Source: an optimization exercise on an open RTL-to-GDS flow (aim: a short achievable clock period). Production flows keep margins and buffers that such runs may drop.
In this exercise RTL edits were held to simulation tests only and were not proved equivalent to the original.
The clock port is modelled as an ideal driver, which makes a skipped or thinned clock tree look cheaper than it is; a real chip needs a root buffer or a tree.

==> run a: inputs <==
// rcl57_scan_engine
module rcl57_scan_engine (
    input  wire        clk,
    input  wire        rst,           
    input  wire        tick,          
    input  wire        host_we,       
    input  wire [7:0]  host_addr,
    input  wire [7:0]  host_wdata,
    output reg  [7:0]  host_rdata,    
    input  wire [4:0]  col_in,        
    output reg  [7:0]  seg_en,        
    output reg  [15:0] drv_sr,        
    output reg  [15:0] drv_out,       
    output reg         ddl,           
    output reg         trate          
);
export LEC_CHECK = 0
export CAP_MARGIN = 50
export CORE_MARGIN = 2
export CORE_UTILIZATION = 40
export SETUP_SLACK_MARGIN = 5
export SLEW_MARGIN = 70
export SYNTH_HIERARCHICAL = 1
export SYNTH_MINIMUM_KEEP_SIZE = 0
create_clock -name core_clock -period 7.5 [get_ports {clk}]
run.sh (not shown) runs the stock make flow with config.mk's settings and CLKGATE_MAP_FILE= SYNTH_SCRIPT=/design/flow/synth_recipe.tcl, a recipe that flattens the netlist after the stock synthesis.
==> run b (differences from run a) <==
==> flow/flow/run.sh (new file) <==
#!/bin/bash
# The standard layout, with one change: after CTS the clock tree is
# replaced by a two-level tree (flow/tree.tcl, run as ORFS's POST_CTS_TCL
# hook): the clock port drives 4 root buffers, each root drives the leaf
# buffers of its region, each leaf drives about 16 flip-flops. The rest of
# the flow (global route with its timing repair, detailed route, finish) is
# the standard one. The make output goes to standard_flow.log here; each
# ORFS step keeps its own log under orfs/logs.
set -euo pipefail
here=$(pwd)
export POST_CTS_TCL="$here/flow/tree.tcl"
bash standard.sh > "$here/standard_flow.log" 2>&1
==> flow/flow/tree.tcl (new file) <==
# Two-level clock tree: the clock port drives NROOT root buffers, each root
# drives the leaf buffers of its region, each leaf drives about LEAF_SINKS
# flip-flops. Replaces the tree clock_tree_synthesis built (run as the
# POST_CTS hook, before the CTS stage writes its result).
set block [ord::get_db_block]
set db [ord::get_db]
set bufm [$db findMaster sky130_fd_sc_hd__clkbuf_16]
set NROOT 4
set LEAF_SINKS 16
set clknet [$block findNet clk]

# remove the tree built so far: every cell reached from the clock port
# through cells other than flip-flops (buffers, inverters, dummy loads)
set sinks {}
set old_insts {}
set old_nets {}
set seen [dict create]
set todo [list $clknet]
while {[llength $todo] > 0} {
  set net [lindex $todo 0]
  set todo [lrange $todo 1 end]
  foreach it [$net getITerms] {
    if {![$it isInputSignal]} { continue }
    set inst [$it getInst]
    if {[$inst findITerm CLK] ne "NULL"} { lappend sinks $it; continue }
    set iname [$inst getName]
    if {[dict exists $seen $iname]} { continue }
    dict set seen $iname 1
    lappend old_insts $inst
    foreach ot [$inst getITerms] {
      if {[$ot isOutputSignal] && [$ot getNet] ne "NULL"} {
        lappend old_nets [$ot getNet]
        lappend todo [$ot getNet]
      }
    }
  }
}
foreach it $sinks { $it disconnect }
foreach inst $old_insts {
  foreach it [$inst getITerms] { if {[$it getNet] ne "NULL"} { $it disconnect } }
  odb::dbInst_destroy $inst
}
foreach net $old_nets {
  if {[llength [$net getITerms]] == 0 && [llength [$net getBTerms]] == 0} { odb::dbNet_destroy $net }
}
puts "tree: removed [llength $old_insts] cells, [llength $sinks] sinks"

proc center {inst} {
  set b [$inst getBBox]
  return [list [expr {([$b xMin] + [$b xMax]) / 2}] [expr {([$b yMin] + [$b yMax]) / 2}]]
}

# k-means on points {x y}; returns the cluster of each point
proc kmeans {pts k iters {cap 0}} {
  set n [llength $pts]
  # seeds: points spread along the order of x+y
  set order [lsort -integer -indices [lmap p $pts {expr {[lindex $p 0] + [lindex $p 1]}}]]
  set cent {}
  for {set c 0} {$c < $k} {incr c} {
    lappend cent [lindex $pts [lindex $order [expr {int(($c + 0.5) * $n / $k)}]]]
  }
  set asg [lrepeat $n 0]
  for {set it 0} {$it < $iters} {incr it} {
    # each point to its nearest centroid with room (points nearest to a
    # centroid choose first)
    set cand {}
    set i 0
    foreach p $pts {
      set c 0
      foreach q $cent {
        set dx [expr {double([lindex $p 0] - [lindex $q 0])}]
        set dy [expr {double([lindex $p 1] - [lindex $q 1])}]
        lappend cand [list [expr {$dx*$dx + $dy*$dy}] $i $c]
        incr c
      }
      incr i
    }
    set cand [lsort -real -index 0 $cand]
    set asg [lrepeat $n -1]
    set fill [lrepeat $k 0]
    set left $n
    foreach e $cand {
      lassign $e d i c
      if {[lindex $asg $i] >= 0} { continue }
      if {$cap > 0 && [lindex $fill $c] >= $cap} { continue }
      lset asg $i $c
      lset fill $c [expr {[lindex $fill $c] + 1}]
      incr left -1
      if {$left == 0} { break }
    }
    set sx [lrepeat $k 0.0]; set sy [lrepeat $k 0.0]; set cnt [lrepeat $k 0]
    foreach p $pts a $asg {
      lset sx $a [expr {[lindex $sx $a] + [lindex $p 0]}]
      lset sy $a [expr {[lindex $sy $a] + [lindex $p 1]}]
      lset cnt $a [expr {[lindex $cnt $a] + 1}]
    }
    set nc {}
    for {set c 0} {$c < $k} {incr c} {
      if {[lindex $cnt $c] > 0} {
        lappend nc [list [expr {int([lindex $sx $c] / [lindex $cnt $c])}] [expr {int([lindex $sy $c] / [lindex $cnt $c])}]]
      } else {
        lappend nc [lindex $cent $c]
      }
    }
    set cent $nc
  }
  return [list $asg $cent]
}

# leaves
set pts [lmap it $sinks {center [$it getInst]}]
set nleaf [expr {int(ceil(double([llength $sinks]) / $LEAF_SINKS))}]
set cap [expr {int(ceil(double([llength $sinks]) / $nleaf)) + 2}]
lassign [kmeans $pts $nleaf 20 $cap] asg cent
set leaves {}
for {set c 0} {$c < $nleaf} {incr c} {
  set inst [odb::dbInst_create $block $bufm "ctree_leaf_$c"]
  lassign [lindex $cent $c] x y
  $inst setLocation $x $y
  $inst setPlacementStatus PLACED
  set net [odb::dbNet_create $block "ctree_leaf_net_$c"]
  $net setSigType CLOCK
  [$inst findITerm X] connect $net
  lappend leaves $inst
  set lnet($c) $net
}
foreach it $sinks a $asg {
  if {[$it getNet] ne "NULL"} { $it disconnect }
  $it connect $lnet($a)
}
# roots
set lpts [lmap inst $leaves {center $inst}]
lassign [kmeans $lpts $NROOT 20 [expr {int(ceil(double($nleaf) / $NROOT)) + 1}]] lasg rcent
for {set r 0} {$r < $NROOT} {incr r} {
  set inst [odb::dbInst_create $block $bufm "ctree_root_$r"]
  lassign [lindex $rcent $r] x y
  $inst setLocation $x $y
  $inst setPlacementStatus PLACED
  set net [odb::dbNet_create $block "ctree_root_net_$r"]
  $net setSigType CLOCK
  [$inst findITerm X] connect $net
  [$inst findITerm A] connect $clknet
  set rnet($r) $net
}
foreach inst $leaves a $lasg {
  [$inst findITerm A] connect $rnet($a)
}
puts "tree: $nleaf leaves, $NROOT roots"
detailed_placement
check_placement -verbose
==> flow/standard.sh (new file) <==
#!/bin/bash
# synth_recipe.tcl (not shown) runs the flow's synth.tcl, then flattens the netlist and writes it again
# the make line also repeats each setting of config.mk as NAME=value (left out here)
make -C /OpenROAD-flow-scripts/flow DESIGN_CONFIG=/design/flow/config.mk WORK_HOME=/design/flow/orfs CLKGATE_MAP_FILE= SYNTH_SCRIPT=/design/flow/synth_recipe.tcl "${@:-finish}"
CAP_MARGIN = 20   (was 50)
SLEW_MARGIN = 20   (was 70)
removed: flow/run.sh
==> run c (differences from run a) <==
CORE_UTILIZATION = 50   (was 40)
PLACE_DENSITY = 0.65   (was default)
==> flow_metrics.env <==
export IMPL_final_common_cell="conb_1"
export IMPL_cts_setup_buffers=234
export IMPL_drtIter0Drc=8337
export IMPL_insertion_delay_ns=0.70
export IMPL_final_core_util=0.509
export IMPL_path_cells="inv_4 -> ha_4 -> nor3b_4 -> buf_4 -> a21bo_4 -> a21oi_4 -> a21oi_4 -> o21a_4 -> a221o_1 -> a222oi_1 -> o21ai_1"
export IMPL_status="no timing/DRC/antenna violations"
export IMPL_worstMarginPinSlew_ns=0.591
export IMPL_power_density_nw_per_um2=137
export IMPL_r2r_end="drv_sr[14]$_DFF_P_"
export IMPL_hold_path_end="cmd_op[0]$_DFF_P_"
export IMPL_initial_core_util=0.402
export IMPL_p_sw_uw=3230
export IMPL_dr_pass1_iters=10
export IMPL_cp_arrival_ns=3.48
export IMPL_wl_met2_um=103000
export IMPL_use_met1=0.381
The numbers above come from run a.

==> flow_metrics.env <==
export IMPL_status="no timing/DRC/antenna violations"
export IMPL_use_met1=0.374
export IMPL_insertion_delay_ns=0.45
export IMPL_initial_core_util=0.402
export IMPL_worstMarginPinSlew_ns=0.823
export IMPL_final_core_util=0.479
export IMPL_r2r_end="drv_sr[0]$_DFF_P_"
export IMPL_hold_path_end="cmd_op[0]$_DFF_P_"
export IMPL_p_sw_uw=2710
export IMPL_wl_met2_um=100000
export IMPL_path_cells="buf_16 -> nor3_2 -> nand4_1 -> buf_6 -> nor3_4 -> nor4_4 -> buf_6 -> a222oi_1 -> o21ai_1"
export IMPL_dr_pass1_iters=9
The numbers above come from run b.

==> flow_metrics.env <==
export IMPL_insertion_delay_ns=0.69
export IMPL_worstMarginPinSlew_ns=0.595
export IMPL_hold_path_end="cmd_op[1]$_DFF_P_"
export IMPL_status="no timing/DRC/antenna violations"
export IMPL_final_core_util=0.642
export IMPL_dr_pass1_iters=14
export IMPL_use_met1=0.464
export IMPL_r2r_end="host_rdata[6]$_DFF_P_"
export IMPL_final_common_cell="conb_1"
export IMPL_wl_met2_um=103000
export IMPL_cts_setup_buffers=302
The numbers above come from run c.

In run b the design's own scripts or RTL, not TritonCTS, make the clock network.

==> port drivers added, routing unchanged <==
The flow's constraints put no driver on any port. The routed layouts listed below were extracted and timed again, unchanged, in two steps.
Step 1 (the two cells are an assumption about what drives the block):
set clk [get_ports {clk}]
set_driving_cell -lib_cell sky130_fd_sc_hd__clkbuf_16 $clk
set_driving_cell -lib_cell sky130_fd_sc_hd__buf_2 [delete_from_list [all_inputs] $clk]
Step 2 moves the port delays by t, midway between the first and last clock arrival at a register: inputs arrive t later, outputs are due t later. That takes back most of the time a late clock gives input paths.
Slacks: ideal / step 1 / step 2; pairs: ideal / step 1.
| run | t (ns) | slack for setup (ns) | latest minus earliest clock arrival (ns) | slew at the worst register clock pin (ns) | worst slew at a driven data input, ns |
|---|---|---|---|---|---|
| run a | 0.772 | 4.577 / 4.517 / 3.745 | 0.032 / 0.032 | 0.07 / 0.07 | 0.47 |
| run b | 0.596 | 4.222 / 4.326 / 3.730 | 0.086 / 0.086 | 0.09 / 0.09 | 0.55 |
| run c | 0.744 | 4.466 / 4.201 / 3.458 | 0.048 / 0.047 | 0.07 / 0.07 | 0.44 |
After both steps setup and hold are still met in every run listed. For run c, which loses most, drivers alone change the setup slack by -0.265 ns; drivers and shift together by -1.008 ns.
